From an optimization exercise on the open Yosys and OpenROAD flow, aimed at small area, a short achievable clock period and few clock cycles per item; shortcuts taken in it are not production practice. Function was checked by simulation only, so behaviour that the tests miss may differ from the original. Power and IR drop assume default switching activity.

$ cat flow/flow/run.sh
#!/bin/bash
# The standard layout (bash standard.sh: ORFS synthesis through finish), with
# two changes to how it is made:
#  - the ports get plain buf_1 cells as their buffers instead of the default
#    delay cell, which is large and slow; repair upsizes them where needed;
#  - timing repair is given a setup margin, so that it works on the paths
#    that set the achieved period and not only on the 16 ns clock.
# The clock, the SDC and every other setting are the design's. ORFS writes
# each tool's full log under orfs/logs; the make output goes to flow.log here.
set -euo pipefail
export BUFFER_PORTS_ARGS="-buffer_cell sky130_fd_sc_hd__buf_1"
export SETUP_SLACK_MARGIN=9.4
bash standard.sh > flow.log 2>&1
$ cat flow/standard.sh
#!/bin/bash
# synth_recipe.tcl (not shown) runs the flow's synth.tcl, then flattens the netlist and writes it again
# the make line also repeats each setting of config.mk as NAME=value (left out here)
make -C /OpenROAD-flow-scripts/flow DESIGN_CONFIG=/design/flow/config.mk WORK_HOME=/design/flow/orfs CLKGATE_MAP_FILE= SYNTH_SCRIPT=/design/flow/synth_recipe.tcl "${@:-finish}"
$ cat flow/config.mk
export PLATFORM = sky130hd
export DESIGN_NAME = dsk_encoder
export DESIGN_NICKNAME = dsk_encoder
export VERILOG_FILES = /design/flow/design.v
export SDC_FILE = /design/flow/constraint.sdc
export NUM_CORES = 4
export LEC_CHECK = 0
export CAP_MARGIN = 20
export CORE_MARGIN = 2
export CORE_UTILIZATION = 40
export CTS_BUF_LIST = sky130_fd_sc_hd__clkbuf_8
export CTS_CLUSTER_SIZE = 30
export PLACE_DENSITY = 0.6
export SLEW_MARGIN = 20
$ cat flow/constraint.sdc
create_clock -name core_clock -period 16.0 [get_ports {clk}]
set_input_delay 3.2000 -clock core_clock [delete_from_list [all_inputs] [get_ports {clk}]]
set_output_delay 3.2000 -clock core_clock [all_outputs]
set_load 0.01 [all_outputs]
$ cat flow/design.v
module dsk_encoder (
    input  wire         clk,
    input  wire         rst,
    input  wire         in_valid,
    output wire         in_ready,
    input  wire         in_sign,       
    input  wire [1:0]   in_class,      
    input  wire [31:0]  in_exp,        
    input  wire [5:0]   in_dcnt,       
    input  wire [143:0] in_digits,     
    output reg          out_valid,
    input  wire         out_ready,
    output wire [183:0] out_key,       
    output wire [4:0]   out_klen,      
    output wire [7:0]   out_cur,       
    output wire [2:0]   out_status,    
    output wire [4:0]   out_detail     
);
    localparam integer DMAX = 36;
    localparam integer NGRP = DMAX / 3;
    localparam [2:0] PC_FIN   = 3'd0;    
    localparam [2:0] PC_BADCL = 3'd1;
    localparam [2:0] PC_NAN   = 3'd2;
    localparam [2:0] PC_INF   = 3'd3;
    localparam [2:0] PC_BADN  = 3'd4;
    localparam [2:0] PC_BADD  = 3'd5;
    localparam [2:0] PC_ZERO  = 3'd6;
    localparam [2:0] PC_LEAD  = 3'd7;
    integer i;
    wire [5:0] n = in_dcnt;
    wire [DMAX-1:0] vm = ~({DMAX{1'b1}} << n) | {{(DMAX-1){1'b0}}, 1'b1};
    reg  [3:0] dm [0:DMAX-1];     
    reg [DMAX-1:0] nz;            
    reg [DMAX-1:0] bd;            
    always @* begin
        for (i = 0; i < DMAX; i = i + 1) begin
            dm[i] = vm[i] ? in_digits[4*i +: 4] : 4'd0;
            nz[i] = |dm[i];
            bd[i] = dm[i][3] & (dm[i][2] | dm[i][1]);
        end
    end
    wire bad_dcnt  = (n == 6'd0) || (n > DMAX);
    wire bad_digit = |bd;
    wire all_zero  = ~|nz;
    wire lead_zero = ~|in_digits[3:0];
    reg [NGRP-1:0] gnz, low;
    reg [3:0]      ngroups;       
    reg            trail_zero;    
    reg            lastg;
    always @* begin
        for (i = 0; i < NGRP; i = i + 1)
            gnz[i] = nz[3*i] | nz[3*i+1] | nz[3*i+2];
        for (i = 0; i < NGRP; i = i + 1)
            low[i] = (i == NGRP - 1) ? 1'b0 : |(gnz & ~((12'd1 << (i + 1)) - 12'd1));
        ngroups    = 4'd0;
        trail_zero = 1'b0;
        for (i = 0; i < NGRP; i = i + 1) begin
            lastg = vm[3*i] & ((i == NGRP - 1) ? 1'b1 : ~vm[3*i+3]);
            if (lastg) begin
                ngroups    = ngroups | (i + 1);
                trail_zero = trail_zero | ~gnz[i];
            end
        end
    end
    reg [3:0] cd [0:DMAX-1];
    reg       comp;
    reg [3:0] lowg;
    always @* begin
        lowg = 4'd15;
        for (i = 0; i < NGRP; i = i + 1)
            if (in_sign & gnz[i] & ~low[i]) lowg = lowg & i;
        for (i = 0; i < DMAX; i = i + 1) begin
            comp  = in_sign & (gnz[i/3] | low[i/3]);
            cd[i] = {comp ? ~(dm[i][3] | dm[i][2] | dm[i][1]) : dm[i][3],
                     dm[i][2] ^ (comp & dm[i][1]), dm[i][1], dm[i][0] ^ comp};
        end
    end
    wire [5:0]  nm1    = n - 6'd1;
    wire [6:0]  adj_lo = {1'b0, in_exp[5:0]} + {1'b0, nm1};
    wire        adj_c  = adj_lo[6];
    wire [25:0] exp_h  = in_exp[31:6];
    wire [25:0] exp_h1 = exp_h + 26'd1;
    wire [25:0] adj_h  = adj_c ? exp_h1 : exp_h;
    wire [31:0] adj    = {adj_h, adj_lo[5:0]};
    localparam signed [25:0] HMAX  = 26'sd15624999;
    localparam signed [25:0] HMIN  = -26'sd15625000;
    localparam signed [25:0] HMIN1 = -26'sd15625001;
    wire adj_rz  = (adj_lo[5:0] == 6'd0);
    wire oor_hi  = ($signed(exp_h) > HMAX) | (($signed(exp_h) == HMAX) & adj_c);
    wire oor_lo0 = ($signed(exp_h) < HMIN)  | (($signed(exp_h) == HMIN)  & adj_rz);
    wire oor_lo1 = ($signed(exp_h) < HMIN1) | (($signed(exp_h) == HMIN1) & adj_rz);
    wire exp_oor = oor_hi | (adj_c ? oor_lo1 : oor_lo0);
    reg [2:0] pc;
    always @* begin
        if (in_class == 2'd3)      pc = PC_BADCL;
        else if (in_class == 2'd2) pc = PC_NAN;
        else if (in_class == 2'd1) pc = PC_INF;
        else if (bad_dcnt)         pc = PC_BADN;
        else if (bad_digit)        pc = PC_BADD;
        else if (all_zero)         pc = PC_ZERO;
        else if (lead_zero)        pc = PC_LEAD;
        else                       pc = PC_FIN;
    end
    reg         v1;
    reg [143:0] q_cd;
    reg [3:0]   q_lowg;
    reg [29:0]  q_adj;            
    reg         q_neg;
    reg         q_oor;
    reg [2:0]   q_pc;
    reg         q_tz;
    reg [3:0]   q_g;
    reg         q_sign;
    reg  free;
    wire en2 = out_ready | ~out_valid;
    assign in_ready = out_ready | free;
    wire ld1 = in_valid & in_ready;
    wire v1_n = in_ready ? in_valid : v1;
    wire ov_n = en2 ? v1 : out_valid;
    always @(posedge clk) begin
        if (rst) begin
            v1        <= 1'b0;
            out_valid <= 1'b0;
            free      <= 1'b1;
        end else begin
            v1        <= v1_n;
            out_valid <= ov_n;
            free      <= ~(v1_n & ov_n);
        end
    end
    always @(posedge clk) begin
        if (ld1) begin
            for (i = 0; i < DMAX; i = i + 1)
                q_cd[4*i +: 4] <= cd[i];
            q_lowg <= lowg;
            q_adj  <= adj[29:0];
            q_neg  <= adj[31];
            q_oor  <= exp_oor;
            q_pc   <= pc;
            q_tz   <= trail_zero;
            q_g    <= ngroups;
            q_sign <= in_sign;
        end
    end
    function [1:0] fa(input x, input y, input z);
        fa = {(x & y) | (x & z) | (y & z), x ^ y ^ z};
    endfunction
    function [1:0] ha(input x, input y);
        ha = {x & y, x ^ y};
    endfunction
    function [9:0] declet(input [3:0] a, input [3:0] b, input [3:0] c, input ci);
        reg [6:0] t;
        reg [9:0] v;
        reg [1:0] r, q;
        reg       k, p;
        begin
            t[0] = b[0];
            r = ha(a[0], b[1]);           t[1] = r[0]; k = r[1];
            r = fa(a[1], b[2], k);        t[2] = r[0]; k = r[1];
            r = fa(a[0], a[2], b[3] | k); t[3] = r[0]; k = r[1];    
            r = ha(a[1] | a[3], k);       t[4] = r[0]; k = r[1];    
            r = ha(a[2], k);              t[5] = r[0]; k = r[1];
            t[6] = a[3] | k;                                       
            r = ha(c[0], ci);             v[0] = r[0]; k = r[1];
            r = fa(t[0], c[1], k);        v[1] = r[0]; k = r[1];
            r = fa(t[1], c[2], k);        v[2] = r[0]; k = r[1];
            r = fa(t[0], t[2], c[3]);     p = r[1]; q = ha(r[0], k); v[3] = q[0]; k = q[1];
            r = fa(t[1], t[3], p);        p = r[1]; q = ha(r[0], k); v[4] = q[0]; k = q[1];
            r = fa(t[2], t[4], p);        p = r[1]; q = ha(r[0], k); v[5] = q[0]; k = q[1];
            r = fa(t[3], t[5], p);        p = r[1]; q = ha(r[0], k); v[6] = q[0]; k = q[1];
            r = fa(t[4], t[6], p);        p = r[1]; q = ha(r[0], k); v[7] = q[0]; k = q[1];
            r = fa(t[5], p, k);           v[8] = r[0]; k = r[1];
            v[9] = t[6] | k;                                       
            declet = v;
        end
    endfunction
    reg [119:0] sig;              
    always @* begin
        for (i = 0; i < NGRP; i = i + 1)
            sig[119 - 10*i -: 10] = declet(q_cd[12*i +: 4], q_cd[12*i+4 +: 4], q_cd[12*i+8 +: 4],
                                           q_lowg == i);
    end
    wire        adj_neg = q_neg;
    wire [29:0] ep      = (q_adj ^ {30{adj_neg}}) + {28'd0, 1'b1, adj_neg};
    wire        tbit    = q_sign ? adj_neg : ~adj_neg;
    reg [4:0]  lz;
    reg [29:0] epx;               
    reg [29:0] above;             
    always @* begin
        lz = 5'd0;
        for (i = 29; i >= 0; i = i - 1) begin
            above[i] = (i == 29) ? 1'b0 : |(ep & ~((30'd1 << (i + 1)) - 30'd1));
            epx[i]   = ep[i] ^ ~above[i];
            if (!above[i] && ep[i]) lz = lz | (29 - i);
        end
    end
    reg [2:0] hdr;
    reg       fault, fin, spec;
    reg [2:0] det;
    always @* begin
        hdr   = 3'b000;
        fault = 1'b0;
        fin   = 1'b0;
        det   = 3'd0;
        case (q_pc)
            PC_BADCL: begin fault = 1'b1; det = 3'd0; end
            PC_NAN:   hdr = 3'b111;
            PC_INF:   hdr = {~q_sign, ~q_sign, 1'b0};
            PC_BADN:  begin fault = 1'b1; det = 3'd1; end
            PC_BADD:  begin fault = 1'b1; det = 3'd2; end
            PC_ZERO:  hdr = {~q_sign, q_sign, 1'b0};
            PC_LEAD:  begin fault = 1'b1; det = 3'd3; end
            default:
                if (q_oor) begin
                    fault = 1'b1; det = 3'd4;
                end else if (q_tz) begin
                    fault = 1'b1; det = 3'd5;
                end else begin
                    fin = 1'b1;
                    hdr = {~q_sign, 2'b00};
                end
        endcase
        spec = ~fault & ~fin;
    end
    wire [6:0] cur_h = {2'd0, ~lz} + {1'b0, q_g, 2'b00} + {3'd0, q_g};
    wire [7:1] cur_d = fin ? cur_h : {4'd0, spec, 2'd0};
    reg         r_t;
    reg [29:0]  r_ex;
    reg [119:0] r_sig;
    reg [3:0]   r_sa, r_sb;       
    reg [1:0]   r_sc;             
    reg [7:1]   r_cur;
    reg [2:0]   r_hdr;
    reg         r_fault;
    reg [2:0]   r_det;
    always @(posedge clk) begin
        if (en2) begin
            r_t     <= tbit;
            r_ex    <= epx ^ {30{~tbit}};
            r_sig   <= sig;
            r_sa    <= 4'b0001 << lz[1:0];
            r_sb    <= 4'b0001 << lz[3:2];
            r_sc    <= {fin & lz[4], fin & ~lz[4]};
            r_cur   <= cur_d;
            r_hdr   <= hdr;
            r_fault <= fault;
            r_det   <= det;
        end
    end
    wire [181:0] f0 = {{32{r_t}}, r_ex, r_sig};
    wire [181:0] f1 = ({182{r_sc[0]}} & f0) | ({182{r_sc[1]}} & (f0 << 32));
    wire [181:0] f2 = ({182{r_sb[0]}} & f1)         | ({182{r_sb[1]}} & (f1 << 8))
                    | ({182{r_sb[2]}} & (f1 << 16)) | ({182{r_sb[3]}} & (f1 << 24));
    wire [181:0] fsh = ({182{r_sa[0]}} & f2)        | ({182{r_sa[1]}} & (f2 << 2))
                    | ({182{r_sa[2]}} & (f2 << 4))  | ({182{r_sa[3]}} & (f2 << 6));
    wire [7:0]   cur = {r_cur, 1'b0};
    assign out_key    = {r_hdr, fsh[178:0], 2'b00};
    assign out_cur    = cur;
    assign out_klen   = cur[7:3] + {4'd0, |cur[2:1]};
    assign out_status = {1'b0, r_fault, 1'b0};
    assign out_detail = {r_fault, 1'b0, r_det};
endmodule
==> impl_metrics.env, run 1 <==
export IMPL_portBuffers=389
export IMPL_grt_max_degree=108
export IMPL_drtIter0Drc=4609
export IMPL_ctsHoldBuffers=0
export IMPL_worstMarginPinSlew_ns=1.107
export IMPL_synth_edff_count=364
export IMPL_path_buf_inv=3
export IMPL_fill_cells=8029
export IMPL_cp_common_cell="buf_6"
export IMPL_status="timing/DRC/antenna clean"
export IMPL_reg2reg_depth=22
export IMPL_wl_met3_um=11320
export IMPL_synth_seq_area_share_pct=33.75
export IMPL_dpl_hpwl_um=97250
export IMPL_fin_nets=4301
export IMPL_fin_cells=4942
export IMPL_reg2reg_from="q_adj[14]"
export IMPL_synthTopCellsByArea="edfxtp_1 34%, a22oi_1 13%, fa_1 7.6%, ha_1 6.2%, nand2_1 5.5%"
export IMPL_min_path_type="flip-flop to flip-flop"
export IMPL_hold_viol=0
export IMPL_avgRoutedWirePerCell_um=25.04
export IMPL_tns_ns=0
export IMPL_gp_congestion=0.9967
export IMPL_vias_per_cell=6.129
export IMPL_postLayoutCoreUtil_pct=44.82
export IMPL_clk_latency_ns=0.67
export IMPL_drive_above_1_share_pct=5.371
export IMPL_totalWireLength_um=123800
export IMPL_reg2reg_slack_ns=9.69
export IMPL_rows=104
export IMPL_synthArstFlopShare_pct=0
export IMPL_antenna_left=0
export IMPL_grt_pass1_wl_um=179000
export IMPL_rr_endpoint="r_cur[7]"
export IMPL_synthToLayoutAreaGrowth_pct=10.86
export IMPL_drv_cap=0
export IMPL_drt_pass1_iter_count=13
export IMPL_place_inst=4814
export IMPL_vias=30290
export IMPL_yosys_cell_types_count=86
export IMPL_fp_dieH_um=289.3
export IMPL_path_depth=4
export IMPL_p_leak_nw=14.49
export IMPL_hold_end="free"
export IMPL_path_delay_family="buffers and inverters"
export IMPL_power_w=0.003843
export IMPL_final_cell_mix="561 x a22oi_1, 473 x nand2_1, 384 x buf_1"
export IMPL_skew_ns=0.04986
export IMPL_synth_top_flop_cell="edfxtp_1"
export IMPL_antenna_found_initial=9
export IMPL_dieArea_um2=83720
export IMPL_top_layer="met4"
export IMPL_drt_met1_wl_um=55220
export IMPL_io_pins=396
export IMPL_place_ws_ns=8.475
export IMPL_syn_area_per_cell_um2=9.075
export IMPL_grt_pass1_vias=27440
export IMPL_cts_buffers=60
export IMPL_overflow=0
export IMPL_syn_area_um2=32570
export IMPL_p_per_area_nw_per_um2=106.4
export IMPL_ctsRootBufferMaster="clkbuf_8"
export IMPL_relSlewSlack_pct=26.17
export IMPL_start_util_pct=40.43
export IMPL_dr_wl_met2_um=52240
export IMPL_synth_top_cell_area_share_pct=33.56
export IMPL_cp_arrival_ns=3.54
export IMPL_synth_top_area_cell="edfxtp_1"
export IMPL_peakVddDrop_mv=0.06757
export IMPL_ys_seq_elements=367
export IMPL_worst_path_max_delay_cell="buf_6"
export IMPL_min_from="v1"
export IMPL_fp_dieW_um=289.3
export IMPL_crit_chain="buf_6 > nor2_4 > inv_2 > buf_6"
export IMPL_end_kind="primary output"
export IMPL_tritoncts="yes"
export IMPL_cp_max_fo=2
export IMPL_clockBufferDepth=3
export IMPL_finalCriticalPeriod_ns=6.743
export IMPL_fin_ws_ns=9.257
export IMPL_clk_pin_slew_ns=0.06
export IMPL_setup_viol=0
export IMPL_max_freq_mhz=148.3
export IMPL_final_common_cell="a22oi_1"
export IMPL_worstPathRequired_ns=12.80
export IMPL_htreeDepth=2
export IMPL_clock_sinks=367
export IMPL_holdPathStages=1
export IMPL_synth_cells=3589
export IMPL_final_period_utilization_pct=42.14
export IMPL_coreArea_um2=80550
export IMPL_start_kind="primary input"
export IMPL_rsz0062_at_grt="yes"
export IMPL_critical_path_class="primary input to primary output"
export IMPL_drc_errors=0
export IMPL_cp_slowest_stage_delay_ns=0.11
export IMPL_slew_viol_final=0
export IMPL_ys_warn_count=3
export IMPL_track_usage_pct=28.39
[worst max-delay path by stage]
stage | from | to | slack [ns]
after floorplan | out_ready | q_adj[0] | 9.39
after global routing | out_ready | in_ready | 9.22
after global placement | in_dcnt[3] | q_cd[6] | 8.61
final | out_ready | in_ready | 9.26
after CTS | out_ready | in_ready | 9.23
after detailed placement | in_dcnt[3] | q_cd[6] | 8.48
[Yosys cell counts, types with 21 or more instances]
library cell,count
xor2_1,45
a222oi_1,37
a22o_1,136
and2_1,41
buf_1,31
nor3_1,68
ha_1,161
edfxtp_1,364
a221o_1,21
or3_1,23
xnor2_1,121
nand2b_1,28
o21ai_0,105
a22oi_1,563
a21oi_1,104
inv_1,318
or2_2,29
nor2_1,185
nor4_1,42
nand3_1,45
nand2_1,475
a31oi_1,22
o211ai_1,26
clkbuf_1,215
fa_1,124
[registers in the layout, indices dropped and copies added, names as in the netlist, 2 cells and up]
register  cells
q_cd        144
r_ex         30
r_cur         7
q_pc          3
q_g           4
q_lowg        4
q_adj        30
r_sig       120
r_sc          2
r_sb          4
r_sa          4
r_det         3
r_hdr         3
[worst register-to-register path, delay by kind of cell, from the launching register on]
kind                       cells  cell delay, ns
AOI/OAI and AO/OA              7            1.18
DFF                            1            0.54
adders and majority gates      4            1.26
buffers and inverters          1            0.11
and+or+nand+nor                8            2.48
xor gates and xnor gates       1            0.15
muxes                          1            0.32
[layer usage]
| metal | GRT usage (%) | up-vias |
|---|---|---|
| met5 | 0 | - |
| met4 | 11.12 | 0 |
| met3 | 4.417 | 232 |
| met2 | 40.79 | 1732 |
| met1 | 42.47 | 14500 |
| li1 | - | 13830 |
[logic make-up after synthesis]
logic type	Yosys count	share of synthesized area (%)
multiplexers	17	0.5455
other	1	0.01151
XOR/XNOR	168	4.602
AO/OA/AOI/OAI	1134	25.72
AND/OR/NAND/NOR	1031	14.66
buffers and inverters	586	6.911
adder cells (fa/ha/maj)	285	13.81
flip-flops	367	33.75
[power by group]
group | switching [W] | total (W) | internal [W]
registers | 0.000319 | 0.00165 | 0.00133
logic | 0.000905 | 0.00139 | 0.000480
clock network | 0.000387 | 0.000807 | 0.000421
total | 0.00161 | 0.00384 | 0.00223
[through the flow]
| step | hold WS [ns] | cell area, µm² |
|---|---|---|
| floorplan | 0.4496 | 32610 |
| global placement | 0.4656 | 34630 |
| detailed placement | 0.4668 | 34630 |
| CTS | 0.4759 | 35890 |
| global route | 0.5139 | 36100 |
| finish | 0.4768 | 36100 |
[what timing repair did]
action | in CTS | in global routing
resized for setup | 21 | 34
setup endpoints to repair | 111 | 119
cloned | 0 | 1
hold endpoints to repair | 0 | 0
pin swaps | 2 | 6
setup buffers | 3 | 7
[area by class of cell]
cell class | instances | area, µm² | share of cell area [%]
Multi-Input combinational cell | 2641 | 19440 | 53.84
Sequential cell | 367 | 10990 | 30.44
Timing Repair Buffer | 437 | 1946 | 5.389
Tap cell | 1060 | 1326 | 3.673
Inverter | 320 | 1210 | 3.351
Clock buffer | 60 | 825.8 | 2.287
Clock inverter | 48 | 346.6 | 0.9599
Antenna cell | 9 | 22.52 | 0.06238
Testbench counts, summed over its fixed seeds: cycles 16,016, items 16,000.
==> inputs of run 2 (changes only) <==
--- a/flow/design.v
+++ b/flow/design.v
@@ -114,7 +114,8 @@
     reg  free;
     wire en2 = out_ready | ~out_valid;
+    wire en1 = en2 | ~v1;               
     assign in_ready = out_ready | free;
-    wire ld1 = in_valid & in_ready;
-    wire v1_n = in_ready ? in_valid : v1;
+    wire ld1 = in_valid & en1;
+    wire v1_n = en1 ? in_valid : v1;
     wire ov_n = en2 ? v1 : out_valid;
     always @(posedge clk) begin
==> impl_metrics.env, run 2 <==
export IMPL_synthArstFlopShare_pct=0
export IMPL_dieArea_um2=84990
export IMPL_largest_reg_flops=144
export IMPL_drive_above_1_share_pct=5.295
export IMPL_io_pins=396
export IMPL_ys_warn_count=3
export IMPL_start_util_pct=40.34
export IMPL_drv_cap=0
export IMPL_drt_pass1_iter_count=10
export IMPL_p_sw_share_pct=40.36
export IMPL_p_clk_share_pct=21.8
export IMPL_syn_area_per_cell_um2=9.075
export IMPL_p_per_area_nw_per_um2=102.2
export IMPL_avgRoutedWirePerCell_um=24.03
export IMPL_pwr_share_seq_pct=43.0
export IMPL_cp_max_fo=2
export IMPL_fin_cells=4991
export IMPL_antenna_found_initial=14
export IMPL_dpl_hpwl_um=93440
export IMPL_final_cell_mix="511 x a22oi_1, 447 x nand2_1, 383 x buf_1"
export IMPL_place_ws_ns=8.600
export IMPL_intPower_w=0.002232
export IMPL_gp_congestion=0.9785
export IMPL_fill_cells=8260
export IMPL_htreeDepth=2
export IMPL_overflow=0
export IMPL_tns_ns=0
export IMPL_relSlewSlack_pct=31.87
export IMPL_synth_top_flop_cell="edfxtp_1"
export IMPL_end_kind="primary output"
export IMPL_status="timing/DRC/antenna clean"
export IMPL_cp_arrival_ns=3.64
export IMPL_worstMarginPinSlew_ns=1.022
export IMPL_yosys_top_cells_count="511 x a22oi_1, 448 x nand2_1, 364 x edfxtp_1"
export IMPL_power_switching_w=0.001511
export IMPL_grt_pass1_vias=27610
export IMPL_fin_ws_ns=9.161
export IMPL_final_common_cell="a22oi_1"
export IMPL_top_register="q_cd"
export IMPL_grt_pass1_wl_um=178200
export IMPL_hold_viol=0
export IMPL_place_inst=4865
export IMPL_coreArea_um2=81980
export IMPL_vias=30360
export IMPL_seq_area_um2=10990
export IMPL_fp_dieW_um=291.5
export IMPL_start_kind="primary input"
export IMPL_ys_seq_elements=367
export IMPL_antenna_left=0
export IMPL_ctsRootBufferMaster="clkbuf_8"
export IMPL_drtIter0Drc=4025
export IMPL_worstPathRequired_ns=12.80
export IMPL_fp_dieH_um=291.5
export IMPL_clock_sinks=367
export IMPL_grt_max_degree=174
export IMPL_cts_buffers=59
export IMPL_synth_top_cell_area_share_pct=33.05
export IMPL_rsz0062_at_grt="yes"
export IMPL_tritoncts="yes"
export IMPL_clockBufferDepth=3
export IMPL_final_period_utilization_pct=42.74
export IMPL_track_usage_pct=27.13
export IMPL_synthTopCellsByArea="edfxtp_1 33%, a22oi_1 12%, fa_1 7.5%, ha_1 6.1%, nand2_1 5.1%"
export IMPL_combPwrFrac_pct=35.2
export IMPL_max_freq_mhz=146.2
export IMPL_clk_latency_ns=0.69
export IMPL_drc_errors=0
export IMPL_top_regs="q_cd x144, r_sig x120"
export IMPL_setup_viol=0
export IMPL_syn_area_um2=33070
export IMPL_peakVddDrop_mv=0.06081
export IMPL_totalWireLength_um=119900
export IMPL_synthToLayoutAreaGrowth_pct=10.75
export IMPL_slew_viol_final=0
export IMPL_vias_per_cell=6.082
export IMPL_synth_cells=3644
export IMPL_synth_edff_count=364
export IMPL_synth_most_common_cell="a22oi_1"
export IMPL_clk_pin_slew_ns=0.06
export IMPL_yosys_cell_types_count=88
export IMPL_p_leak_nw=14.62
export IMPL_synth_seq_area_share_pct=33.23
export IMPL_fin_nets=4341
export IMPL_min_path_type="flip-flop to flip-flop"
export IMPL_critical_path_class="primary input to primary output"
export IMPL_finalCriticalPeriod_ns=6.839
export IMPL_multi_input_area_um2=19910
export IMPL_synth_top_area_cell="edfxtp_1"
export IMPL_skew_ns=0.08525
export IMPL_rows=105
export IMPL_portBuffers=389
-- run 2: layer usage --
layer  vias up  global-route usage [%]  wire (µm)  part of all wire (%)
met3       170                   4.468      10220                   8.5
met4         4                   8.373       3338                   2.8
met2      1513                   37.36      49330                    41
met5         -                       0         27                 0.023
met1     14530                   42.69      57020                    48
li1      14140                       -          -                     -
-- run 2: path summary, 6_finish.rpt --
kind,from,cells after the start,endpoint,slack (ns)
max reg2reg,q_neg,25,r_cur[6],9.81
min reg2reg,v1,2,out_valid,0.55
min,v1,2,out_valid,0.55
max,out_ready,3,in_ready,9.16
-- run 2: repair_timing --
item,4_1_cts,5_1_grt
resized for setup,25,32
hold buffers,0,0
endpoints found under the setup margin,147,94
buffers inserted,2,9
pin swaps,1,4
-- run 2: layout make-up --
class / instances / area share (%)
Antenna cell: 12 / 0.08199
Clock buffer: 60 / 2.255
Clock inverter: 43 / 0.9122
Inverter: 329 / 3.386
Multi-Input combinational cell: 2673 / 54.36
Sequential cell: 367 / 30.01
Tap cell: 1070 / 3.655
Timing Repair Buffer: 437 / 5.340
-- run 2: logic make-up (layout without fill, tap and decap cells) --
| family | Yosys count | count (layout) | synth area share (%) |
|---|---|---|---|
| buf+inv | 609 | 869 | 7.132 |
| xor+xnor | 142 | 142 | 3.803 |
| flops | 367 | 367 | 33.23 |
| simple gates | 1049 | 1049 | 14.88 |
| other cells | 1 | 18 | 0.01134 |
| compound gates | 1160 | 1160 | 26.38 |
| fa+ha+maj | 285 | 285 | 13.60 |
| mux | 31 | 31 | 0.9535 |
-- run 2: power by group through the flow --
stage / clock network [W] / registers [W] / logic, W
after floorplan: 0 / 0.00143 / 0.000884
after global placement: 0 / 0.00161 / 0.00127
after detailed placement: 0 / 0.00161 / 0.00128
after CTS: 0.000841 / 0.00159 / 0.00130
after global routing: 0.000881 / 0.00161 / 0.00148
final: 0.000818 / 0.00161 / 0.00132
-- run 2: critical path: stages --
cell	delay, ns
buf_8	0.09
or2_4	0.22
buf_6	0.12
-- run 2: metrics by stage --
step,hold WS (ns),area (µm²),power (W),utilization (%)
floorplan,0.4985,33110,0.002310,-
global placement,0.5167,35110,0.002879,42.83
detailed placement,0.5327,35110,0.002892,42.83
CTS,0.5573,36370,0.003731,44.37
global route,0.6109,36620,0.003971,44.67
finish,0.5466,36620,0.003743,44.67
Testbench counts of run 2, summed over its fixed seeds: cycles 16,016, items 16,000.
==> inputs of run 3 (changes only) <==
--- a/flow/flow/run.sh
+++ b/flow/flow/run.sh
@@ -10,4 +10,4 @@
 set -euo pipefail
 export BUFFER_PORTS_ARGS="-buffer_cell sky130_fd_sc_hd__buf_1"
-export SETUP_SLACK_MARGIN=9.4
+export SETUP_SLACK_MARGIN=9.3
 bash standard.sh > flow.log 2>&1
==> impl_metrics.env, run 3 <==
export IMPL_status="timing/DRC/antenna clean"
export IMPL_ctsHoldBuffers=0
export IMPL_fin_nets=4340
export IMPL_postLayoutCoreUtil_pct=44.56
export IMPL_avgRoutedWirePerCell_um=23.96
export IMPL_worst_path_max_delay_cell="or2_4"
export IMPL_final_period_utilization_pct=42.79
export IMPL_drtIter0Drc=4342
export IMPL_fp_dieH_um=291.5
export IMPL_p_per_area_nw_per_um2=102.8
export IMPL_top_regs="q_cd x144, r_sig x120"
export IMPL_worstMarginPinSlew_ns=1.132
export IMPL_largest_reg_flops=144
export IMPL_yosys_cell_types_count=88
export IMPL_hold_viol=0
export IMPL_crit_chain="buf_8 > or2_4 > buf_6"
export IMPL_skew_ns=0.06109
export IMPL_synth_top_area_cell="edfxtp_1"
export IMPL_max_freq_mhz=146.1
export IMPL_vias_per_cell=6.120
export IMPL_place_inst=4869
export IMPL_min_path_type="flip-flop to flip-flop"
export IMPL_track_usage_pct=26.85
export IMPL_synthToLayoutAreaGrowth_pct=10.47
export IMPL_start_kind="primary input"
export IMPL_rows=105
export IMPL_totalWireLength_um=119500
export IMPL_dpl_hpwl_um=93010
export IMPL_holdPathStages=1
export IMPL_path_delay_family="buffers and inverters"
export IMPL_fp_dieW_um=291.5
export IMPL_portBuffers=389
export IMPL_slew_viol_final=0
export IMPL_dieArea_um2=84990
export IMPL_final_common_cell="a22oi_1"
export IMPL_tritoncts="yes"
export IMPL_yosys_top_cells_count="511 x a22oi_1, 448 x nand2_1, 364 x edfxtp_1"
export IMPL_cp_max_fo=2
export IMPL_synth_seq_area_share_pct=33.23
export IMPL_finalCriticalPeriod_ns=6.846
export IMPL_grt_max_degree=168
export IMPL_clk_latency_ns=0.68
export IMPL_peakVddDrop_mv=0.07422
export IMPL_ctsRootBufferMaster="clkbuf_8"
export IMPL_setup_viol=0
export IMPL_power_switching_w=0.001526
export IMPL_drc_errors=0
export IMPL_reg2reg_depth=18
export IMPL_synth_top_flop_cell="edfxtp_1"
export IMPL_synthArstFlopShare_pct=0
export IMPL_start_util_pct=40.34
export IMPL_intPower_w=0.002228
export IMPL_htreeDepth=2
export IMPL_end_kind="primary output"
export IMPL_cts_buffers=60
export IMPL_p_sw_share_pct=40.66
export IMPL_p_leak_nw=14.57
export IMPL_dpl_cell_area_um2=35150
export IMPL_grt_pass1_wl_um=176300
export IMPL_fin_cells=4986
export IMPL_ys_seq_elements=367
export IMPL_synthTopCellsByArea="edfxtp_1 33%, a22oi_1 12%, fa_1 7.5%, ha_1 6.1%, nand2_1 5.1%"
export IMPL_worstPathRequired_ns=12.80
export IMPL_coreArea_um2=81980
export IMPL_rsz0062_at_grt="yes"
export IMPL_antenna_found_initial=3
export IMPL_drt_pass1_iter_count=7
export IMPL_combPwrFrac_pct=35.1
export IMPL_synth_edff_count=364
export IMPL_cp_slowest_stage_delay_ns=0.22
export IMPL_power_w=0.003754
export IMPL_final_area_um2=36530
export IMPL_synth_cells=3644
export IMPL_cp_arrival_ns=3.65
export IMPL_relSlewSlack_pct=24.55
export IMPL_path_depth=3
export IMPL_ys_warn_count=3
export IMPL_clk_pin_slew_ns=0.06
export IMPL_vias=30520
export IMPL_critical_path_class="primary input to primary output"
export IMPL_gp_congestion=0.9619
export IMPL_synth_most_common_cell="a22oi_1"
export IMPL_overflow=0
export IMPL_p_clk_share_pct=22.2
export IMPL_grt_pass1_vias=27580
export IMPL_tns_ns=0
export IMPL_clock_sinks=367
export IMPL_pwr_share_seq_pct=42.7
export IMPL_antenna_left=0
export IMPL_drv_cap=0
export IMPL_path_buf_inv=2
export IMPL_syn_area_um2=33070
export IMPL_clockBufferDepth=3
export IMPL_syn_area_per_cell_um2=9.075
export IMPL_drive_above_1_share_pct=5.239
export IMPL_final_cell_mix="511 x a22oi_1, 447 x nand2_1, 383 x buf_1"
export IMPL_io_pins=396
export IMPL_top_register="q_cd"
export IMPL_synth_top_cell_area_share_pct=33.05
run 3: cell counts after synthesis:
Identical to the previous run, type by type.
run 3: stage by stage:
step	hold WS [ns]	worst slack (ns)
after floorplan	0.4985	9.196
after global placement	0.5172	8.692
after detailed placement	0.5279	8.761
after CTS	0.5475	9.154
after global routing	0.5661	9.134
final	0.5420	9.154
run 3: timing repair:
action,CTS,global route
resized for setup,19,21
cloned,0,1
setup endpoints to repair,132,157
setup buffers,2,2
pin swaps,2,1
run 3: cell type report:
cell class | instances | area [µm²]
sequential | 367 | 10990
clock buffer | 61 | 839.6
timing repair buffer | 434 | 1911
multi-input combinational | 2673 | 19830
clock inverter | 48 | 366.6
antenna | 3 | 7.507
timing repair inverter | 1 | 5.005
tap | 1070 | 1339
fill | 8179 | 45450
inverter | 329 | 1246
run 3: layer usage:
layer | up-vias | GRT usage (%) | wire [µm]
li1 | 14120 | - | -
met3 | 172 | 3.136 | 10080
met2 | 1660 | 37.80 | 49080
met1 | 14560 | 42.54 | 56570
met4 | 2 | 7.858 | 3733
met5 | - | 0 | 13
run 3: path summary, 6_finish.rpt:
kind             start        to  slack [ns]
max          out_ready  in_ready        9.15
min                 v1      free        0.54
max reg2reg      q_neg  r_cur[7]        9.72
min reg2reg         v1      free        0.54
run 3: cells by family (layout without fill, tap and decap cells):
| group | count (synthesis) | after routing | synth area share (%) |
|---|---|---|---|
| other | 1 | 9 | 0.01134 |
| adders and majority gates | 285 | 285 | 13.60 |
| DFF | 367 | 367 | 33.23 |
| and+or+nand+nor | 1049 | 1049 | 14.88 |
| xor gates and xnor gates | 142 | 142 | 3.803 |
| AOI/OAI and AO/OA | 1160 | 1160 | 26.38 |
| buffers and inverters | 609 | 873 | 7.132 |
| muxes | 31 | 31 | 0.9535 |
run 3: power groups by stage:
stage	clock [W]	combinational [W]	sequential (W)
finish	0.000833	0.00132	0.00160
CTS	0.000859	0.00130	0.00159
global route	0.000897	0.00147	0.00161
floorplan	0	0.000884	0.00143
detailed placement	0	0.00128	0.00161
global placement	0	0.00127	0.00161

re-timing with driven ports:
The results above use ideal ports. As a check the final layouts listed here were re-extracted and re-timed, cells and wires unchanged. Step 1, drivers: a clkbuf_16 drives clk and a buf_2 each remaining input, both assumed. Step 2 moves the port delays by t, midway between the first and last clock arrival at a register: inputs arrive t later, outputs are due t later. That takes back most of the time a late clock gives input paths. Three values: ideal ports, drivers, drivers and shift; two values: the first two.
| run | t, ns | setup WS [ns] | hold WS [ns] | latest minus earliest clock arrival (ns) | slew at the worst register clock pin (ns) |
|---|---|---|---|---|---|
| run 1 | 0.700 | 9.257 / 9.226 / 8.961 | 0.477 / 0.477 / 0.477 | 0.050 / 0.050 | 0.07 / 0.07 |
| run 2 | 0.707 | 9.161 / 9.123 / 8.874 | 0.547 / 0.547 / 0.547 | 0.085 / 0.086 | 0.07 / 0.07 |
| run 3 | 0.705 | 9.154 / 9.112 / 8.721 | 0.542 / 0.542 / 0.542 | 0.063 / 0.064 | 0.07 / 0.07 |
After both steps every run listed still meets setup and hold. For run 3, which loses most, drivers alone change the setup slack by -0.042 ns; drivers and shift together by -0.433 ns.
